This design comes from an exercise in tuning for small area, a short achievable clock period and few clock cycles per item on the open sky130 flow, not from production work. Only simulation tests tie the RTL to the original design; equivalence was not proved. Power and IR drop assume default switching activity.

### flow/design.v
module tr_add #(parameter N = 32) (
    input  wire [N-1:0] a, b,
    input  wire         cin,
    output wire [N-1:0] s
);
    localparam L = (N <= 2) ? 1 : (N <= 4) ? 2 : (N <= 8) ? 3 : (N <= 16) ? 4 : (N <= 32) ? 5 : (N <= 64) ? 6 : 7;
    wire [N-1:0] g0 = a & b;
    wire [N-1:0] p0 = a ^ b;
    wire [N-1:0] G [0:L];
    wire [N-1:0] P [0:L];
    assign G[0] = {g0[N-1:1], g0[0] | (p0[0] & cin)};
    assign P[0] = p0;
    genvar i, l;
    generate for (l = 0; l < L; l = l + 1) begin : lv
        for (i = 0; i < N; i = i + 1) begin : bt
            if (i >= (1 << l)) begin : pr
                assign G[l+1][i] = G[l][i] | (P[l][i] & G[l][i - (1 << l)]);
                assign P[l+1][i] = P[l][i] & P[l][i - (1 << l)];
            end else begin : cp
                assign G[l+1][i] = G[l][i];
                assign P[l+1][i] = P[l][i];
            end
        end
    end endgenerate
    assign s = p0 ^ {G[L][N-2:0], cin};
endmodule
module tr_chan #(
    parameter ZCH = 0,             
    parameter RW  = 42,            
    parameter QW  = 8              
) (
    input  wire                 clk,
    input  wire [10:0]          stn,       
    input  wire                 pd_act, pd_first,
    input  wire                 ha_n, hb_n, hmsb_n, sneg_n,    
    input  wire signed [31:0]   b1a, b1b, b1t,      
    input  wire signed [31:0]   b2a, b2b, b2t,      
    input  wire [RW-2:0]        dsk,                
    input  wire [40:0]          dreg,
    input  wire [QW-1:0]        qbm1,               
    input  wire                 ld,        
    input  wire [1:0]           w_mv,      
    input  wire                 w_aset,
    input  wire                 go,        
    output wire [QW-1:0]        qout
);
    localparam ST_IDLE = 0, ST_PA = 1, ST_PB = 2, ST_PC0 = 3, ST_PC = 4, ST_SC = 5,
               ST_WAIT = 6, ST_PD = 7, ST_PE = 8, ST_RAST = 9;
    localparam AW = (RW > 43) ? RW : 43;
    reg signed [RW-1:0] cr, xr, yr;
    reg        [40:0]   ar;
    reg        [QW-1:0] cq, xq, yq, aq;
    assign qout = cq;
    reg [10:0] st;
    reg hsa, hsb, hst, hinv, hm;
    always @(posedge clk) begin
        st   <= stn;
        hm   <= hmsb_n;          
        hsa  <= ha_n & ~hb_n;
        hsb  <= ~ha_n & hb_n;
        hst  <= ha_n & hb_n;
        hinv <= (ha_n | hb_n) & (sneg_n ^ hmsb_n ^ (ha_n & hb_n));
    end
    wire signed [31:0] v1 = ({32{hsa}} & b1a) | ({32{hsb}} & b1b) | ({32{hst}} & b1t);
    wire signed [31:0] v2 = ({32{hsa}} & b2a) | ({32{hsb}} & b2b) | ({32{hst}} & b2t);
    wire [AW:0] hop1 = {{(AW-31){v1[31]}}, v1} ^ {(AW+1){hinv}};
    wire [AW:0] hop2 = {{(AW-31){v2[31]}}, v2} ^ {(AW+1){hinv}};
    wire fix = st[ST_PE];
    function [AW:0] dop;
        input neg, fx;
        input [RW-2:0] d;
        begin
            if (fx) dop = neg ? {{(AW-RW+2){1'b0}}, d} : {(AW+1){1'b0}};
            else    dop = {{(AW-RW+2){1'b0}}, d} ^ {(AW+1){~neg}};
        end
    endfunction
    wire cneg = cr[RW-1], xneg = xr[RW-1], yneg = yr[RW-1];
    reg sub, down, aset, selanc, anymv;
    always @(posedge clk) if (ld) begin
        sub    <= (w_mv == 2'd2);
        down   <= (w_mv == 2'd3);
        aset   <= w_aset;
        selanc <= (w_mv == 2'd3) & ~w_aset;
        anymv  <= (w_mv != 2'd0);
    end
    wire [40:0] br    = selanc ? ar : cr[40:0];
    wire [QW-1:0] bq  = selanc ? aq : cq;
    wire [40:0] sr    = down ? yr[40:0] : xr[40:0];
    wire [QW-1:0] sq  = down ? yq : xq;
    wire [42:0] o_b   = {2'b00, br};
    wire [42:0] o_s   = {2'b00, sr} ^ {43{sub}};
    wire [42:0] o_d   = {2'b00, dreg} ^ {43{~sub}};
    wire [42:0] csa_x = o_b ^ o_s ^ o_d;
    wire [42:0] csa_y = {((o_b[41:0] & o_s[41:0]) | (o_b[41:0] & o_d[41:0]) | (o_s[41:0] & o_d[41:0])), 1'b0};
    wire [AW:0] cre = {{(AW-RW+1){cr[RW-1]}}, cr};
    wire [AW:0] xre = {{(AW-RW+1){xr[RW-1]}}, xr};
    wire [AW:0] yre = {{(AW-RW+1){yr[RW-1]}}, yr};
    reg  [AW:0] a1a, a1b; reg a1c;
    wire [AW:0] s1;
    tr_add #(AW+1) ad1 (.a(a1a), .b(a1b), .cin(a1c), .s(s1));
    reg  [AW:0] a2a, a2b; reg a2c;
    wire [AW:0] s2;
    tr_add #(AW+1) ad2 (.a(a2a), .b(a2b), .cin(a2c), .s(s2));
    reg  [AW:0] a3a, a3b; reg a3c;
    wire [AW:0] s3;
    tr_add #(AW+1) ad3 (.a(a3a), .b(a3b), .cin(a3c), .s(s3));
    wire m_pb  = st[ST_PB];
    wire m_pc  = st[ST_PC];
    wire m_sc  = st[ST_SC] & (ZCH != 0);
    wire m_pc0 = st[ST_PC0] & (ZCH != 0);
    wire m_pd  = st[ST_PD] | st[ST_PE];
    wire m_r1  = ~(m_pb | m_pc | m_sc | m_pd);
    wire m_r2  = ~(m_pb | m_pc0 | m_pd);
    wire [AW:0] rb1 = {{(AW-42){1'b0}}, o_b};
    wire [AW:0] ro1 = {{(AW-42){sub}}, o_s};
    wire [AW:0] rb2 = {{(AW-42){1'b0}}, csa_x};
    wire [AW:0] ro2 = {{(AW-42){1'b0}}, csa_y};
    always @(*) begin
        a1a = ({(AW+1){m_pb & ~hm}} & {xre[AW-1:0], 1'b0}) | ({(AW+1){m_pc & ~hm}} & {cre[AW-1:0], 1'b0}) |
              ({(AW+1){m_sc}} & (cre << 16)) | ({(AW+1){m_pd}} & cre) | ({(AW+1){m_r1}} & rb1);
        a1b = ({(AW+1){m_pb | m_pc}} & hop1) | ({(AW+1){m_sc}} & ~cre) |
              ({(AW+1){m_pd}} & dop(cneg, fix, dsk)) | ({(AW+1){m_r1}} & ro1);
        a1c = ((m_pb | m_pc) & hinv) | m_sc | (m_pd & ~fix & ~cneg) | (m_r1 & sub);
        a2a = ({(AW+1){m_pb & ~hm}} & {yre[AW-1:0], 1'b0}) | ({(AW+1){m_pc0}} & (yre << 16)) |
              ({(AW+1){m_pd}} & yre) | ({(AW+1){m_r2}} & rb2);
        a2b = ({(AW+1){m_pb}} & hop2) | ({(AW+1){m_pc0}} & ~yre) |
              ({(AW+1){m_pd}} & dop(yneg, fix, dsk)) | ({(AW+1){m_r2}} & ro2);
        a2c = (m_pb & hinv) | m_pc0 | (m_pd & ~fix & ~yneg) | m_r2;
        a3a = m_pc0 ? (xre << 16) : xre;
        a3b = m_pc0 ? ~xre : dop(xneg, fix, dsk);
        a3c = m_pc0 | (~fix & ~xneg);
    end
    wire [42:0] t_r  = s1[42:0];
    wire [42:0] u_r  = s2[42:0];
    wire        wrap = sub ? t_r[42] : ~u_r[42];
    wire [40:0] nr   = wrap ? u_r[40:0] : t_r[40:0];
    wire [QW-1:0] qa_in = fix ? cq : bq;
    wire [QW-1:0] qb_in = fix ? qbm1 : (sq ^ {QW{sub}});
    wire [QW-1:0] qA  = qa_in + qb_in;
    wire [QW:0]   qBw = {qa_in, 1'b1} + {qb_in, 1'b1};
    wire [QW-1:0] qB  = qBw[QW:1];
    wire [QW-1:0] nq  = (wrap ^ sub) ? qB : qA;
    wire [QW-1:0] cqe = cneg ? qA : qB;           
    wire [QW-1:0] cq0 = pd_first ? {QW{1'b0}} : cq;
    wire [QW-1:0] xq0 = pd_first ? {QW{1'b0}} : xq;
    wire [QW-1:0] yq0 = pd_first ? {QW{1'b0}} : yq;
    wire [QW-1:0] cqd = cneg ? cq0 - 1'b1 : cq0;
    wire [QW-1:0] xqd = xneg ? xq0 - 1'b1 : xq0;
    wire [QW-1:0] yqd = yneg ? yq0 - 1'b1 : yq0;
    always @(posedge clk) begin
        if (st[ST_PB]) begin
                xr <= s1[RW-1:0];
                yr <= s2[RW-1:0];
        end else if (st[ST_PC0]) begin
            if (ZCH) begin
                xr <= s3[RW-1:0];
                yr <= s2[RW-1:0];
            end
        end else if (st[ST_PC]) cr <= s1[RW-1:0];
        else if (st[ST_SC]) begin
            if (ZCH) cr <= s1[RW-1:0];
        end else if (st[ST_PD]) begin
            if (pd_act) begin
                xr <= s3[RW-1:0];
                yr <= s2[RW-1:0];
                cr <= s1[RW-1:0];
                xq <= {xqd[QW-2:0], 1'b1};
                yq <= {yqd[QW-2:0], 1'b1};
                cq <= {cqd[QW-2:0], 1'b1};
            end
        end else if (st[ST_PE]) begin
                xr <= s3[RW-1:0];
                yr <= s2[RW-1:0];
                cr <= s1[RW-1:0];
                ar <= s1[40:0];
                xq <= xqd;
                yq <= yqd;
                cq <= cqe;
                aq <= cqe;
        end else if (go) begin
                if (anymv) begin
                    cr <= {{(RW-41){1'b0}}, nr};
                    cq <= nq;
                end
                if (down) begin
                    ar <= nr;
                    aq <= nq;
                end else if (aset) begin
                    ar <= cr[40:0];
                    aq <= cq;
                end
        end
    end
endmodule
module tr_edge (
    input  wire                 clk,
    input  wire [10:0]          stn,                
    input  wire [3:0]           pdp,                
    input  wire                 pa0, pa,            
    input  wire                 hbit, wbit,         
    input  wire signed [10:0]   dyr, dxr,
    input  wire                 eh, bsx, bsy, bmsb,  
    input  wire                 is_t, sneg_n,
    input  wire [40:0]          dreg,
    input  wire                 go,
    input  wire [1:0]           mv,
    input  wire                 aset,
    output reg  signed [31:0]   hc,
    output reg  signed [20:0]   gxn,                
    output reg  signed [20:0]   gyn,
    output wire                 okc, okr, okl,
    output reg                  inc, dec, flat
);
    localparam ST_IDLE = 0, ST_PB = 2, ST_PC0 = 3, ST_PD = 7, ST_RAST = 9;
    reg signed [31:0] ha;      
    reg signed [20:0] gx, gy;  
    reg [10:0] st;
    reg        sneg;
    always @(posedge clk) begin
        st   <= stn;
        sneg <= sneg_n;
    end
    wire signed [31:0] gx32 = {{11{gx[20]}}, gx};
    wire signed [31:0] gy32 = {{11{gy[20]}}, gy};
    wire signed [31:0] gxn32 = {{11{gxn[20]}}, gxn};
    wire signed [31:0] gyn32 = {{11{gyn[20]}}, gyn};
    wire [41:0] dt  = is_t ? {1'b0, dreg} : 42'd0;
    wire [31:0] pop = hc ^ {32{sneg}};
    wire [10:0] lo  = {1'b0, pop[9:0]} + {1'b0, dt[9:0]} + {10'd0, sneg};
    wire signed [31:0] hl, hdc, hr;
    tr_add #(32) aer (.a(hc), .b(gx32), .cin(1'b0), .s(hr));
    tr_add #(32) ael (.a(hc), .b(~gx32), .cin(1'b1), .s(hl));
    tr_add #(32) aed (.a(hc), .b(gy32), .cin(1'b0), .s(hdc));
    reg  signed [31:0] e1a, e1b; reg e1c;
    wire signed [31:0] e1s;
    tr_add #(32) ae1 (.a(e1a), .b(e1b), .cin(e1c), .s(e1s));
    reg  signed [31:0] e2a, e2b; reg e2c;
    wire signed [31:0] e2s;
    tr_add #(32) ae2 (.a(e2a), .b(e2b), .cin(e2c), .s(e2s));
    wire signed [31:0] hd = aset ? hdc : e2s;
    assign okc = ~hc[31];
    assign okr = ~hr[31];
    assign okl = ~hl[31];
    wire signed [31:0] pgx = {gxn32[30:0], 1'b0} + (hbit ? {{21{dyr[10]}}, dyr} : 32'sd0);
    wire signed [31:0] pgy = {gyn32[30:0], 1'b0} - (wbit ? {{21{dxr[10]}}, dxr} : 32'sd0);
    always @(posedge clk) begin
        if (pa0) begin
            gxn <= 21'sd0;
            gyn <= 21'sd0;
        end else if (pa) begin
            gxn <= pgx[20:0];
            gyn <= pgy[20:0];
        end
    end
    always @(*) begin
        e1a = hc; e1b = gx32; e1c = 1'b0;
        e2a = ha; e2b = gy32; e2c = 1'b0;
        if (st[ST_PB] & eh) begin
            e1a = bmsb ? 32'sd0 : {hc[30:0], 1'b0};
            e1b = bsx ? (gxn32 ^ {32{bmsb}}) : 32'sd0;
            e1c = bsx & bmsb;
            e2a = bmsb ? 32'sd0 : {ha[30:0], 1'b0};
            e2b = bsy ? (gyn32 ^ {32{bmsb}}) : 32'sd0;
            e2c = bsy & bmsb;
        end else if (st[ST_PC0]) begin
            e1a = hc; e1b = ha;
        end else if (st[ST_PD]) begin
            if (pdp[0]) begin
                e1a = {{10{pop[31]}}, pop[31:10]};
                e1b = dt[41:10];
                e1c = lo[10];
            end else begin                     
                e1a = 32'sd0; e1b = gxn32 ^ {32{sneg}}; e1c = sneg;
                e2a = 32'sd0; e2b = gyn32 ^ {32{sneg}}; e2c = sneg;
            end
        end
    end
    always @(posedge clk) begin
        if (st[ST_PB]) begin
            if (eh) begin
                hc <= e1s;
                ha <= e2s;
            end
        end else if (st[ST_PC0]) begin
            hc <= e1s;
        end else if (st[ST_PD]) begin
            if (pdp[0]) hc <= e1s;
            if (pdp[1]) begin
                ha <= hc;
                gx <= e1s[20:0];
                gy <= e2s[20:0];
            end
            if (pdp[2]) begin
                flat <= (gx == 21'sd0);
                inc  <= (gx != 21'sd0) & ~gx[20];
                dec  <= gx[20];
            end
        end else if (st[ST_RAST]) begin
            if (go) begin
                case (mv)
                    2'd1: hc <= hr;
                    2'd2: hc <= hl;
                    2'd3: hc <= hd;
                    default: ;
                endcase
                if (mv == 2'd3) ha <= hd;
                else if (aset) ha <= hc;
            end
        end
    end
endmodule
module tri_raster (
    input  wire        clk,
    input  wire        rst,
    input  wire        tri_valid,
    output wire        tri_ready,
    input  wire [10:0] fb_width,
    input  wire [10:0] fb_height,
    input  wire [9:0]  v0_x, v0_y, v1_x, v1_y, v2_x, v2_y,
    input  wire [11:0] v0_z, v1_z, v2_z,
    input  wire [31:0] v0_rgba, v1_rgba, v2_rgba,
    input  wire        cull_ccw,
    input  wire        cull_cw,
    input  wire        gouraud,
    input  wire        textured,
    output wire        frag_valid,
    input  wire        frag_ready,
    output reg  [9:0]  frag_x,
    output reg  [9:0]  frag_y,
    output reg  [15:0] frag_z,
    output reg  [7:0]  frag_r,
    output reg  [7:0]  frag_g,
    output reg  [7:0]  frag_b,
    output reg  [7:0]  frag_a
);
    localparam ST_IDLE = 0, ST_PA = 1, ST_PB = 2, ST_PC0 = 3, ST_PC = 4,
               ST_SC = 5, ST_WAIT = 6, ST_PD = 7, ST_PE = 8, ST_RAST = 9, ST_PA0 = 10;
    reg [10:0] st;
    reg [3:0] bc;
    localparam PS_IDLE = 0, PS_PA0 = 1, PS_PA = 2, PS_DONE = 3;
    reg [3:0] ps;
    reg [3:0] pac;
    reg [10:0] W, Hh;
    reg [9:0]  xr0, yr0, xr1, yr1, xr2, yr2;
    reg [11:0] z0, z1, z2;
    reg [31:0] c0, c1, c2, c0o;
    reg        f_ccw, f_cw, f_gou, f_tex;
    reg rdy;
    assign tri_ready = rdy;
    wire [1:0] tin = (v0_y <= v1_y && v0_y <= v2_y) ? 2'd0 : (v1_y <= v2_y) ? 2'd1 : 2'd2;
    always @(posedge clk) begin
        if (rdy) begin
            W <= fb_width; Hh <= fb_height;
            case (tin)
                2'd0: begin
                    xr0 <= v0_x; yr0 <= v0_y; xr1 <= v1_x; yr1 <= v1_y; xr2 <= v2_x; yr2 <= v2_y;
                    z0 <= v0_z; z1 <= v1_z; z2 <= v2_z; c0 <= v0_rgba; c1 <= v1_rgba; c2 <= v2_rgba;
                end
                2'd1: begin
                    xr0 <= v1_x; yr0 <= v1_y; xr1 <= v2_x; yr1 <= v2_y; xr2 <= v0_x; yr2 <= v0_y;
                    z0 <= v1_z; z1 <= v2_z; z2 <= v0_z; c0 <= v1_rgba; c1 <= v2_rgba; c2 <= v0_rgba;
                end
                default: begin
                    xr0 <= v2_x; yr0 <= v2_y; xr1 <= v0_x; yr1 <= v0_y; xr2 <= v1_x; yr2 <= v1_y;
                    z0 <= v2_z; z1 <= v0_z; z2 <= v1_z; c0 <= v2_rgba; c1 <= v0_rgba; c2 <= v1_rgba;
                end
            endcase
            c0o <= v0_rgba;
            f_ccw <= cull_ccw; f_cw <= cull_cw; f_gou <= gouraud; f_tex <= textured;
        end
    end
    wire [9:0] xmin_c = (xr0 < xr1) ? ((xr0 < xr2) ? xr0 : xr2) : ((xr1 < xr2) ? xr1 : xr2);
    wire [9:0] xmax_c = (xr0 > xr1) ? ((xr0 > xr2) ? xr0 : xr2) : ((xr1 > xr2) ? xr1 : xr2);
    wire [9:0] ymax_c = (yr1 > yr2) ? yr1 : yr2;
    reg  [9:0] xmin, xmax, ymax;
    wire signed [10:0] dyr0 = $signed({1'b0, yr2}) - $signed({1'b0, yr1});
    wire signed [10:0] dyr1 = $signed({1'b0, yr0}) - $signed({1'b0, yr2});
    wire signed [10:0] dyr2 = $signed({1'b0, yr1}) - $signed({1'b0, yr0});
    wire signed [10:0] dxr0 = $signed({1'b0, xr2}) - $signed({1'b0, xr1});
    wire signed [10:0] dxr1 = $signed({1'b0, xr0}) - $signed({1'b0, xr2});
    wire signed [10:0] dxr2 = $signed({1'b0, xr1}) - $signed({1'b0, xr0});
    reg [19:0] Xt, Yt, Xmn, Xmx, Ymx;
    reg [20:0] WH;
    reg signed [21:0] Araw;
    reg [10:0] wsh, hsh, u1sh, u2sh;
    reg signed [11:0] opv2, opnv1, opv21;
    wire wb  = wsh[10];
    wire hbt = hsh[10];
    wire signed [10:0] u1 = dyr2;               
    wire signed [10:0] u2 = -dyr1;              
    wire signed [10:0] v1 = dxr2;               
    wire signed [10:0] v2 = -dxr1;              
    wire signed [11:0] aop0 = u1sh[10] ? (u2sh[10] ? opv21 : opv2) : (u2sh[10] ? opnv1 : 12'sd0);
    wire signed [21:0] aop  = (pac == 4'd10) ? -{{10{aop0[11]}}, aop0} : {{10{aop0[11]}}, aop0};
    wire signed [21:0] araw_nx = {Araw[20:0], 1'b0} + aop;
    always @(posedge clk) begin
        if (rdy) begin
            wsh <= fb_width; hsh <= fb_height;
        end
        if (ps[PS_PA0]) begin
            Xt <= 0; Yt <= 0; Xmn <= 0; Xmx <= 0; Ymx <= 0; WH <= 0; Araw <= 0;
            xmin <= xmin_c; xmax <= xmax_c; ymax <= ymax_c;
            u1sh <= u1; u2sh <= u2;
            opv2 <= {v2[10], v2}; opnv1 <= -{v1[10], v1}; opv21 <= {v2[10], v2} - {v1[10], v1};
        end else if (ps[PS_PA]) begin
            wsh <= {wsh[9:0], 1'b0}; hsh <= {hsh[9:0], 1'b0};
            u1sh <= {u1sh[9:0], 1'b0}; u2sh <= {u2sh[9:0], 1'b0};
            Xt  <= {Xt[18:0], 1'b0}  + (wb  ? {10'd0, xr0}  : 20'd0);
            Xmn <= {Xmn[18:0], 1'b0} + (wb  ? {10'd0, xmin} : 20'd0);
            Xmx <= {Xmx[18:0], 1'b0} + (wb  ? {10'd0, xmax} : 20'd0);
            Yt  <= {Yt[18:0], 1'b0}  + (hbt ? {10'd0, yr0}  : 20'd0);
            Ymx <= {Ymx[18:0], 1'b0} + (hbt ? {10'd0, ymax} : 20'd0);
            WH  <= {WH[19:0], 1'b0}  + (wb  ? {10'd0, Hh}   : 21'd0);
            Araw <= araw_nx;
        end
    end
    wire sneg = Araw[21];
    wire sneg_n = ps[PS_PA] ? araw_nx[21] : Araw[21];    
    reg  [9:0] bx0, bx1, by1;           
    wire signed [10:0] dlx = 11'sd512 - $signed({1'b0, Xt[9:0]});
    wire signed [10:0] dly = 11'sd512 - $signed({1'b0, Yt[9:0]});
    wire degen  = (Araw == 22'sd0) || (WH == 21'd1 && (Araw == 22'sd1 || Araw == -22'sd1));
    wire culled = (f_ccw && !sneg && Araw != 22'sd0) || (f_cw && sneg);
    function [3:0] blen11;
        input [10:0] v;
        integer k;
        begin
            blen11 = 0;
            for (k = 0; k < 11; k = k + 1)
                if (v[k]) blen11 = k + 1;
        end
    endfunction
    wire [10:0] oyr = (dyr0 ^ {11{dyr0[10]}}) | (dyr1 ^ {11{dyr1[10]}}) | (dyr2 ^ {11{dyr2[10]}});
    wire [10:0] oxr = (dxr0 ^ {11{dxr0[10]}}) | (dxr1 ^ {11{dxr1[10]}}) | (dxr2 ^ {11{dxr2[10]}});
    wire [5:0] gby = blen11(Hh) + blen11(oyr) + 1;
    wire [5:0] gbx = blen11(W)  + blen11(oxr) + 1;
    reg  [5:0] thr;             
    always @(posedge clk) if (ps[PS_PA]) thr <= ((gbx > gby) ? gbx : gby) + 6'd18;
    reg [1:0]  dst;           
    reg [3:0]  dc;
    reg [21:0] dsh;           
    reg [22:0] wh3;
    reg [40:0] DS;
    reg [40:0] dreg;
    reg [5:0]  jcnt;
    wire [1:0]  dd = dsh[21:20];
    wire dneg = sneg ^ ((dc == 4'd10) & dd[1]);
    wire [1:0]  dmag = ((dc == 4'd10) & dd[1]) ? (dd[0] ? 2'd1 : 2'd2) : dd;    
    wire [22:0] dsel = (dmag == 2'd1) ? {2'd0, WH} : (dmag == 2'd2) ? {1'b0, WH, 1'b0} :
                       (dmag == 2'd3) ? wh3 : 23'd0;
    wire        dz   = (dmag == 2'd0);
    wire [40:0] dop  = {18'd0, dsel} ^ {41{dneg & ~dz}};
    wire [40:0] dba  = (dst == 2'd0) ? {19'd0, WH, 1'b0} : {DS[38:0], 2'b00};
    wire [40:0] dbb  = (dst == 2'd0) ? {20'd0, WH} : dop;
    wire        dbc  = (dst == 2'd0) ? 1'b0 : (dneg & ~dz);
    wire [41:0] dsw  = {dba, 1'b1} + {dbb, dbc};
    wire [40:0] dsum = dsw[41:1];
    reg  [40:0] thr_mask, thr_mask1;
    integer mi;
    always @(*) for (mi = 0; mi < 41; mi = mi + 1) begin
        thr_mask[mi]  = (mi >= thr);
        thr_mask1[mi] = (mi + 1 >= thr);
    end
    wire ds_ge  = |(DS & thr_mask);          
    wire ds_ge1 = |(DS & thr_mask1);         
    always @(posedge clk) begin
        if (ps[PS_PA]) begin
            dst <= 2'd0; dc <= 4'd10; DS <= 41'd0; jcnt <= 6'd0;
        end else if (dst == 2'd0) begin
          if (st[ST_PB]) begin
            dsh <= Araw;
            wh3 <= dsum[22:0];
            dst <= 2'd1;
          end
        end else if (dst == 2'd1) begin
            DS <= dsum;
            dc <= dc - 4'd1;
            dsh <= {dsh[19:0], 2'b00};
            if (dc == 4'd0) begin
                dst  <= 2'd2;
                dreg <= dsum;
            end
        end else if (dst == 2'd2) begin
            if (ds_ge) dst <= 2'd3;
            else if (ds_ge1) begin
                DS <= {DS[39:0], 1'b0};
                jcnt <= jcnt + 6'd1;
                dst <= 2'd3;
            end else begin
                DS <= {DS[38:0], 2'b00};
                jcnt <= jcnt + 6'd2;
            end
        end
    end
    reg [60:0] dse;
    reg [6:0]  pdc;
    reg        pd_first;
    reg  [3:0] pdp;
    wire       pd_col = (pdc >= 7'd20);
    wire [40:0] dsk_c = (st[ST_PE]) ? dreg : dse[60:20];
    wire [60:0] dsk_z = (st[ST_PE]) ? {20'd0, dreg} : dse;
    wire signed [31:0] hc0, hc1, hc2;
    wire signed [20:0] gx0, gx1, gx2, gy0, gy1, gy2;
    wire okc0, okc1, okc2, okr0, okr1, okr2, okl0, okl1, okl2;
    wire inc0, inc1, inc2, dec0, dec1, dec2, flat0, flat1, flat2;
    reg [10:0] dxsh, dysh;
    reg        eh, bmsb;
    wire bsx = dxsh[10];
    wire bsy = dysh[10];
    always @(posedge clk) begin
        eh   <= st[ST_PB] & (bcn != 4'd12) & (bcn != 4'd0) & ~(st[ST_PB] & (bc == 4'd0));
        bmsb <= (bcn == 4'd11);
        if (st[ST_PB] & (bc == 4'd12)) begin
            dxsh <= dlx; dysh <= dly;
        end else if (eh) begin
            dxsh <= {dxsh[9:0], 1'b0}; dysh <= {dysh[9:0], 1'b0};
        end
    end
    reg        w_go;
    reg  [1:0] w_mv;
    reg        w_aset;
    tr_edge e0 (.clk(clk), .stn(stq), .pdp(pdp), .pa0(ps[PS_PA0]), .pa(ps[PS_PA]),
        .hbit(hbt), .wbit(wb), .dyr(dyr0), .dxr(dxr0), .eh(eh), .bsx(bsx), .bsy(bsy), .bmsb(bmsb),
        .is_t(1'b1), .sneg_n(sneg_n), .dreg(dreg), .go(w_go), .mv(w_mv), .aset(w_aset),
        .hc(hc0), .gxn(gx0), .gyn(gy0), .okc(okc0), .okr(okr0), .okl(okl0), .inc(inc0), .dec(dec0), .flat(flat0));
    tr_edge e1 (.clk(clk), .stn(stq), .pdp(pdp), .pa0(ps[PS_PA0]), .pa(ps[PS_PA]),
        .hbit(hbt), .wbit(wb), .dyr(dyr1), .dxr(dxr1), .eh(eh), .bsx(bsx), .bsy(bsy), .bmsb(bmsb),
        .is_t(1'b0), .sneg_n(sneg_n), .dreg(dreg), .go(w_go), .mv(w_mv), .aset(w_aset),
        .hc(hc1), .gxn(gx1), .gyn(gy1), .okc(okc1), .okr(okr1), .okl(okl1), .inc(inc1), .dec(dec1), .flat(flat1));
    tr_edge e2 (.clk(clk), .stn(stq), .pdp(pdp), .pa0(ps[PS_PA0]), .pa(ps[PS_PA]),
        .hbit(hbt), .wbit(wb), .dyr(dyr2), .dxr(dxr2), .eh(eh), .bsx(bsx), .bsy(bsy), .bmsb(bmsb),
        .is_t(1'b0), .sneg_n(sneg_n), .dreg(dreg), .go(w_go), .mv(w_mv), .aset(w_aset),
        .hc(hc2), .gxn(gx2), .gyn(gy2), .okc(okc2), .okr(okr2), .okl(okl2), .inc(inc2), .dec(dec2), .flat(flat2));
    wire pcb = (st[ST_PC]);
    wire signed [31:0] b1a = pcb ? hc1 : {gx1[20], gx1, 10'd0};
    wire signed [31:0] b1b = pcb ? hc2 : {gx2[20], gx2, 10'd0};
    wire signed [31:0] b1t = pcb ? hc0 : {gx0[20], gx0, 10'd0};
    wire signed [31:0] b2a = {gy1[20], gy1, 10'd0};
    wire signed [31:0] b2b = {gy2[20], gy2, 10'd0};
    wire signed [31:0] b2t = {gy0[20], gy0, 10'd0};
    reg  [3:0] bcn;
    wire [12:0] dza = {1'b0, z1} - {1'b0, z0};
    wire [12:0] dzb = {1'b0, z2} - {1'b0, z0};
    wire [4:0] hra, hrb;
    wire       hmsb;
    wire [12:0] dca0 = {5'd0, c1[31:24]} - {5'd0, c0[31:24]};
    wire [12:0] dcb0 = {5'd0, c2[31:24]} - {5'd0, c0[31:24]};
    wire [12:0] dca1 = {5'd0, c1[23:16]} - {5'd0, c0[23:16]};
    wire [12:0] dcb1 = {5'd0, c2[23:16]} - {5'd0, c0[23:16]};
    wire [12:0] dca2 = {5'd0, c1[15:8]}  - {5'd0, c0[15:8]};
    wire [12:0] dcb2 = {5'd0, c2[15:8]}  - {5'd0, c0[15:8]};
    wire [12:0] dca3 = {5'd0, c1[7:0]}   - {5'd0, c0[7:0]};
    wire [12:0] dcb3 = {5'd0, c2[7:0]}   - {5'd0, c0[7:0]};
    assign hra = {{4{f_gou}} & {dca3[bcn], dca2[bcn], dca1[bcn], dca0[bcn]}, dza[bcn]};
    assign hrb = {{4{f_gou}} & {dcb3[bcn], dcb2[bcn], dcb1[bcn], dcb0[bcn]}, dzb[bcn]};
    assign hmsb = (bcn == 4'd12);
    reg        c_valid;
    reg        c_emit;
    reg  [9:0] c_x, c_y;
    reg frag_v;
    assign frag_valid = frag_v;
    wire stall = frag_v & ~frag_ready;     
    wire c_go  = c_valid & ~stall;
    wire c_ld  = st[ST_RAST] & ~stall;
    wire [27:0] qz;
    wire [7:0]  qc [0:3];
    wire [27:0] zbm1 = {z0, 16'd0} + {16'hffff, ~z0};      
    tr_chan #(.ZCH(1), .RW(62), .QW(28)) ch0 (.clk(clk), .stn(stq), .pd_act(1'b1), .pd_first(pd_first),
        .ha_n(hra[0]), .hb_n(hrb[0]), .hmsb_n(hmsb), .sneg_n(sneg_n),
        .b1a(b1a), .b1b(b1b), .b1t(b1t), .b2a(b2a), .b2b(b2b), .b2t(b2t),
        .dsk(dsk_z), .dreg(dreg), .qbm1(zbm1),
        .ld(c_ld), .w_mv(w_mv), .w_aset(d_aset), .go(c_go), .qout(qz));
    genvar gk;
    generate for (gk = 0; gk < 4; gk = gk + 1) begin : col
        wire [7:0] vt = f_gou ? c0[31-8*gk -: 8] : f_tex ? 8'hff : c0o[31-8*gk -: 8];
        tr_chan #(.ZCH(0), .RW(42), .QW(8)) ch (.clk(clk), .stn(stq), .pd_act(pd_col), .pd_first(pd_first),
            .ha_n(hra[gk+1]), .hb_n(hrb[gk+1]), .hmsb_n(hmsb), .sneg_n(sneg_n),
            .b1a(b1a), .b1b(b1b), .b1t(b1t), .b2a(b2a), .b2b(b2b), .b2t(b2t),
            .dsk(dsk_c), .dreg(dreg), .qbm1(vt - 8'd1),
            .ld(c_ld), .w_mv(w_mv), .w_aset(d_aset), .go(c_go), .qout(qc[gk]));
    end endgenerate
    reg  [9:0] px, py, pxa;
    reg        emitting;         
    reg  [1:0] wdir;             
    wire covC = okc0 & okc1 & okc2;
    wire covR = okr0 & okr1 & okr2;
    wire covL = okl0 & okl1 & okl2;
    wire fL = (inc0 & ~okc0) | (inc1 & ~okc1) | (inc2 & ~okc2);
    wire fR = (dec0 & ~okc0) | (dec1 & ~okc1) | (dec2 & ~okc2);
    wire fZ = (flat0 & ~okc0) | (flat1 & ~okc1) | (flat2 & ~okc2);
    wire atx0 = (px == bx0);
    wire atx1 = (px == bx1);
    wire lasty = (py == by1);
    reg  [1:0] d_mv;
    reg        d_emit, d_aset;
    always @(*) begin
        d_emit = 1'b0; d_aset = 1'b0; d_mv = 2'd3;
        if (emitting) begin
            d_emit = 1'b1;
            d_mv = (!atx1 && covR) ? 2'd1 : 2'd3;
        end else if (covC) begin
            if (wdir != 2'd1 && !atx0 && covL) d_mv = 2'd2;
            else begin
                d_emit = 1'b1; d_aset = 1'b1;
                d_mv = (!atx1 && covR) ? 2'd1 : 2'd3;
            end
        end else if (fZ || (fL && fR)) d_mv = 2'd3;
        else if (fL) d_mv = (wdir == 2'd2 || atx1) ? 2'd3 : 2'd1;
        else d_mv = (wdir == 2'd1 || atx0) ? 2'd3 : 2'd2;
    end
    wire d_done = (d_mv == 2'd3) && lasty;
    always @(*) begin
        w_go   = st[ST_RAST] && !stall;
        w_mv   = d_done ? 2'd0 : d_mv;
        w_aset = d_aset;
    end
    always @(*) begin
        if (st[ST_PB])              bcn = (bc == 4'd0) ? 4'd12 : bc - 4'd1;
        else if (st[ST_PC0])        bcn = 4'd12;
        else if (st[ST_PC])         bcn = bc - 4'd1;
        else                        bcn = 4'd12;
    end
    wire go_pd = (st[ST_SC] | st[ST_WAIT]) & (dst == 2'd3) & ~c_valid;
    wire pa_fin = ps[PS_DONE] | (ps[PS_PA] & (pac == 4'd0));
    wire enter_pb = stn[ST_PB] & ~st[ST_PB];
    reg  [3:0] psn;
    always @(*) begin
        psn = 4'd0;
        if (enter_pb) psn[PS_IDLE] = 1'b1;
        else if (ps[PS_IDLE]) begin if (rdy & tri_valid) psn[PS_PA0] = 1'b1; else psn[PS_IDLE] = 1'b1; end
        else if (ps[PS_PA0]) psn[PS_PA] = 1'b1;
        else if (ps[PS_PA])  begin if (pac == 4'd0) psn[PS_DONE] = 1'b1; else psn[PS_PA] = 1'b1; end
        else psn[PS_DONE] = 1'b1;
    end
    reg [10:0] stn;
    wire [10:0] stq = rst ? (11'd1 << ST_IDLE) : stn;      
    always @(*) begin
        stn = 11'd0;
        if (st[ST_IDLE])      begin if (pa_fin) stn[ST_PB] = 1'b1; else stn[ST_IDLE] = 1'b1; end
        else if (st[ST_PB])   begin
            if (degen || culled) stn[ST_IDLE] = 1'b1;
            else if (bc == 4'd0) stn[ST_PC0] = 1'b1;
            else stn[ST_PB] = 1'b1;
        end
        else if (st[ST_PC0])  stn[ST_PC] = 1'b1;
        else if (st[ST_PC])   begin if (bc == 4'd0) stn[ST_SC] = 1'b1; else stn[ST_PC] = 1'b1; end
        else if (st[ST_SC] | st[ST_WAIT]) begin if (go_pd) stn[ST_PD] = 1'b1; else stn[ST_WAIT] = 1'b1; end
        else if (st[ST_PD])   begin if (pdc == 7'd0) stn[ST_PE] = 1'b1; else stn[ST_PD] = 1'b1; end
        else if (st[ST_PE])   stn[ST_RAST] = 1'b1;
        else if (st[ST_RAST]) begin
            if (!stall && d_done) begin
                if (pa_fin) stn[ST_PB] = 1'b1; else stn[ST_IDLE] = 1'b1;
            end else stn[ST_RAST] = 1'b1;
        end
        else stn[ST_IDLE] = 1'b1;
    end
    always @(posedge clk) begin
        if (rst) begin
            st <= 11'd1 << ST_IDLE;
            ps <= 4'd1 << PS_IDLE;
            rdy <= 1'b1;
            c_valid <= 1'b0;
            frag_v <= 1'b0;
            bc <= 4'd10;
        end else begin
            st  <= stn;
            ps  <= psn;
            rdy <= psn[PS_IDLE] & (stn[ST_IDLE] | stn[ST_RAST]);
            pac <= ps[PS_PA0] ? 4'd10 : pac - 4'd1;
            bc  <= bcn;
            pd_first <= go_pd;
            pdp <= {pdp[2:0], go_pd};
            if (go_pd) begin
                dse <= {DS, 20'd0};
                pdc <= {1'b0, jcnt} + 7'd20;
            end
            if (st[ST_PD]) begin
                dse <= {1'b0, dse[60:1]};
                pdc <= pdc - 7'd1;
            end
            if (st[ST_PE]) begin
                px <= Xt[19:10]; py <= Yt[19:10]; pxa <= Xt[19:10];
                bx0 <= Xmn[19:10]; bx1 <= Xmx[19:10]; by1 <= Ymx[19:10];
                emitting <= 1'b0; wdir <= 2'd0;
            end
            if (st[ST_RAST] && !stall) begin
                c_emit <= d_emit;
                c_x <= px; c_y <= py;
                if (!d_done) begin
                    case (d_mv)
                        2'd1: begin px <= px + 10'd1; if (!emitting && !d_emit) wdir <= 2'd1; end
                        2'd2: begin px <= px - 10'd1; wdir <= 2'd2; end
                        default: begin
                            px <= d_aset ? px : pxa;
                            pxa <= d_aset ? px : pxa;
                            py <= py + 10'd1;
                            wdir <= 2'd0;
                        end
                    endcase
                    if (d_mv == 2'd3) emitting <= 1'b0;
                    else if (d_emit) emitting <= 1'b1;
                    if (d_aset && d_mv != 2'd3) pxa <= px;
                end
            end
            if (st[ST_RAST] && !stall) c_valid <= 1'b1;
            else if (c_go) c_valid <= 1'b0;
            if (c_go && c_emit) frag_v <= 1'b1;
            else if (frag_ready) frag_v <= 1'b0;
        end
    end
    always @(posedge clk) begin
        if (c_go && c_emit)
            {frag_x, frag_y, frag_z, frag_r, frag_g, frag_b, frag_a} <= {c_x, c_y, qz[27:12], qc[0], qc[1], qc[2], qc[3]};
    end
endmodule
### flow/run.sh
#!/bin/bash
# synth_recipe.tcl (not shown) runs the flow's synth.tcl, then flattens the netlist and writes it again
# the make line also repeats each setting of config.mk as NAME=value (left out here)
make -C /OpenROAD-flow-scripts/flow DESIGN_CONFIG=/design/flow/config.mk WORK_HOME=/design/flow/orfs CLKGATE_MAP_FILE= SYNTH_SCRIPT=/design/flow/synth_recipe.tcl finish
### flow/config.mk
export PLATFORM = sky130hd
export DESIGN_NAME = tri_raster
export DESIGN_NICKNAME = tri_raster
export VERILOG_FILES = /design/flow/design.v
export SDC_FILE = /design/flow/constraint.sdc
export NUM_CORES = 4
export LEC_CHECK = 0
export CAP_MARGIN = 20
export CORE_MARGIN = 2
export CORE_UTILIZATION = 18
export PLACE_DENSITY = 0.22
export SETUP_SLACK_MARGIN = 5
export SLEW_MARGIN = 20
### flow/constraint.sdc
create_clock -name core_clock -period 15.0 [get_ports {clk}]
set_input_delay 3.0000 -clock core_clock [delete_from_list [all_inputs] [get_ports {clk}]]
set_output_delay 3.0000 -clock core_clock [all_outputs]
set_load 0.01 [all_outputs]
==> impl_metrics.json <==
{
  "cts-hold-fix-buffers": 0,
  "final_cell_mix": "2,756 x nand2_1, 2,355 x o21ai_0, 2,355 x ha_1",
  "place_hpwl_um": 1320000,
  "synth-seq-area-share_pct": 28.4,
  "cp.required_ns": 16.04,
  "gp_congestion": 0.849,
  "wl_per_cell_um": 35.9,
  "synth_edf_count": 2145,
  "syn_area_mm2": 0.254,
  "end_kind": "flop",
  "die_area_mm2": 1.42,
  "grt_pass1_vias": 239000,
  "num_rows": 436,
  "maxSlewViolCount": 0,
  "synthCells": 29300,
  "hold_class": "flop to flop",
  "leakage_nw": 113,
  "routed-via-count": 239000,
  "overflow": 0,
  "power_density_mw_per_mm2": 121,
  "syn-num-nets": 32200,
  "antenna_found_initial": 218,
  "coreArea_mm2": 1.41,
  "final_common_cell": "nand2_1",
  "timing.critical_path.mode_cell": "buf_4",
  "skew_ns": 0.120,
  "outcome": "complete, no violations",
  "finalHoldViolCount": 0,
  "port_buffers": 291,
  "ys_dominant_reg_cell": "edfxtp_1",
  "num-fill-cells": 155000,
  "drc": 0,
  "final_nets": 32000,
  "synth_seq_cells": 2533,
  "fmax_mhz": 102,
  "final.setup.tns_ns": 0,
  "ys_async_sr_fraction_pct": 0,
  "critical_path_class": "flop to flop",
  "setup_viol": 0,
  "grt_max_degree": 204,
  "clk_latency_ns": 1.31,
  "peakVddDrop_v": 0.000115,
  "crit_family": "buffers and inverters",
  "synth_area_leaders": "edfxtp_1 25%, ha_1 12%, xnor2_1 6.3%, o21ai_0 4.7%, a21oi_1 4.4%",
  "max_stage_delay_ns": 0.68,
  "slew_headroom_pct": 8.95,
  "vias_per_cell": 4.95,
  "cts-htree-levels": 5,
  "worstMarginPinSlew_ns": 1.36,
  "fin_crit_sh_pct": 65.4,
  "cts_buffers": 428,
  "wirelength_um": 1740000,
  "synth_cell_types": 109,
  "synth_top_area_share_pct": 25.4,
  "worst_setup_path_start_kind": "flop",
  "drt-initial-drc-count": 21900,
  "crit_fanout": 38,
  "clockBufferDepth": 5,
  "first_pass_iters": 12,
  "cts_tree": "yes",
  "drtAntennaViolNets": 0,
  "cap_violations": 0,
  "pin_count": 292,
  "drive_gt1_share_pct": 8.91,
  "min_period_ns": 9.81,
  "grt.total_usage_pct": 23.6,
  "critPathArrivalTime_ns": 10.84,
  "yosysWarnings": 7,
  "syn_to_final_growth_pct": 17.1,
  "clk_pin_slew_worst_paths_ns": 0.06,
  "cts_root_buffer": "clkbuf_16",
  "initial_core_util_pct": 18.0,
  "worst_path_max_delay_cell": "buf_4",
  "clock-sinks": 2533,
  "critical_path_buf_inv_count": 9,
  "dieHeight_um": 1190,
  "grt_first_pass_wirelength_um": 2300000,
  "syn_avg_cell_area_um2": 8.66,
  "yosys.area.top_type": "edfxtp_1",
  "die_x_um": 1190,
  "finalCoreUtilization_pct": 21.1,
  "rsz0062_at_grt": "true"
}
==> what timing repair did <==
action	in CTS	in global routing
setup endpoints to repair	126	24
buffers inserted	7	0
resized for setup	3	4
pin swaps	3	0
==> final timing paths <==
check	start	to	slack, ns	cells after the start
hold / removal	c_y[6]	frag_y[6]	0.41	0
setup reg to reg	ch0.fix	col[3].ch.aq[6]	5.19	27
setup / recovery	ch0.fix	col[3].ch.aq[6]	5.19	27
hold reg to reg	c_y[6]	frag_y[6]	0.41	0
==> worst register-to-register path, cell delays in order (launching register included) <==
cell       delay, ns
dfxtp_4         0.45
buf_4           0.35
nor2_4          0.20
buf_4           0.36
buf_4           0.71
buf_4           0.60
buf_4           0.64
buf_4           0.61
and3_1          0.25
a221o_1         0.13
ha_1            0.28
a2111oi_0       0.34
o21ai_0         0.25
a221oi_1        0.49
o21ai_0         0.15
a21oi_1         0.35
buf_4           0.24
o21ai_0         0.27
o21ai_0         0.44
mux2i_1         0.14
buf_4           0.19
o41ai_4         0.56
buf_4           0.35
mux2i_1         0.48
a21oi_1         0.18
xor2_1          0.27
nand2_1         0.08
o2bb2ai_1       0.14
==> power breakdown <==
group	leakage [nW]	switching [mW]	internal, mW
sequential	23.0	0.988	8.61
combinational	83.2	10.6	4.95
clock	6.84	4.56	6.17
total	113	16.1	19.7
==> metal layers <==
| layer | GRT usage, % | vias up | routed length [um] |
|---|---|---|---|
| met5 | 0 | - | 207 |
| met4 | 5.65 | 32 | 45400 |
| met3 | 3.12 | 1175 | 77500 |
| met2 | 38.7 | 6332 | 796000 |
| met1 | 32.7 | 123000 | 821000 |
| li1 | - | 109000 | - |
==> logic make-up after synthesis <==
family | after synthesis | synth area share, %
xor gates and xnor gates | 2625 | 9.06
AOI/OAI and AO/OA | 9571 | 24.9
DFF | 2533 | 28.4
muxes | 1331 | 5.51
buffers and inverters | 2997 | 4.48
adders and majority gates | 2657 | 14.0
and+or+nand+nor | 7607 | 13.7
==> metrics by stage <==
| step | hold slack (ns) | power [mW] | setup slack (ns) | cells | instance area (um^2) |
|---|---|---|---|---|---|
| floorplan | 0.400 | 17.9 | 5.00 | 29300 | 254000 |
| global placement | 0.413 | 25.4 | 4.56 | 47500 | 282000 |
| detailed placement | 0.405 | 25.3 | 4.65 | 47500 | 283000 |
| CTS | 0.411 | 36.5 | 5.11 | 48300 | 297000 |
| global route | 0.416 | 37.7 | 4.97 | 48300 | 297000 |
| finish | 0.415 | 35.9 | 5.19 | 48400 | 297000 |
==> flip-flops by register name (all words and copies together) (netlist names), 41 cells and up <==
name and cells:
ch0.cr 62, ch0.ar 41, col.ch.cr 168, ch0.xr 62
dreg 41, col.ch.ar 164, dse 61, col.ch.yr 168
col.ch.xr 168, ch0.yr 62, DS 41
==> cells in the mapped netlist, drive strengths merged, types with 206 or more instances <==
library cell,count
nand2,2786
o21ai,2414
ha,2358
a21oi,2238
edfxtp,2145
nor2,2084
xnor2,1836
clkbuf,1630
inv,1050
mux2i,804
xor2,789
a21o,722
mux2,527
a221o,465
nand3,458
and3,439
o22ai,404
nor2b,398
dfxtp,388
a31oi,343
nor3,337
nand2b,317
a22o,316
buf,313
a222oi,309
fa,299
o21bai,297
a211oi,259
o211ai,217
a22oi,210
a221oi,206
==> layout make-up <==
cell class | instances | area, um^2 | area share [%]
timing repair buffer | 1329 | 11300 | 3.81
inverter | 1054 | 4020 | 1.35
sequential | 2533 | 72300 | 24.3
tap | 18800 | 23600 | 7.93
antenna | 86 | 215 | 0.0724
clock inverter | 196 | 2120 | 0.713
multi-input combinational | 23800 | 172000 | 57.8
clock buffer | 586 | 11900 | 4.01
Testbench counts, summed over its fixed seeds: cycles 41,810, triangles 192.

-- static timing again, ports no longer ideal --
In the flow no input, the clock included, has a driving cell. The finished layout below was timed again as built, in two steps.
Step 1: set_driving_cell puts a clkbuf_16 on clk and a buf_2 on each other input, an assumption about the parent block.
Step 2 adds t to the input delays and takes it off the output delays; t is the mean of the earliest and latest rising clock arrival at the registers after step 1. Input paths then give back, and output paths get back, about the clock's delay inside the block.
a / b / c = no drivers / after step 1 / after step 2; a / b = the first two.
t (ns): 1.374
setup slack, ns: 5.192 / 5.192 / 5.192
worst data-port slew with drivers (ns): 0.21
cell pins on the clock port's net: 1
After both steps this run still meets setup and hold. For this run, drivers alone change the setup slack by 0.000 ns; drivers and shift together by 0.000 ns.
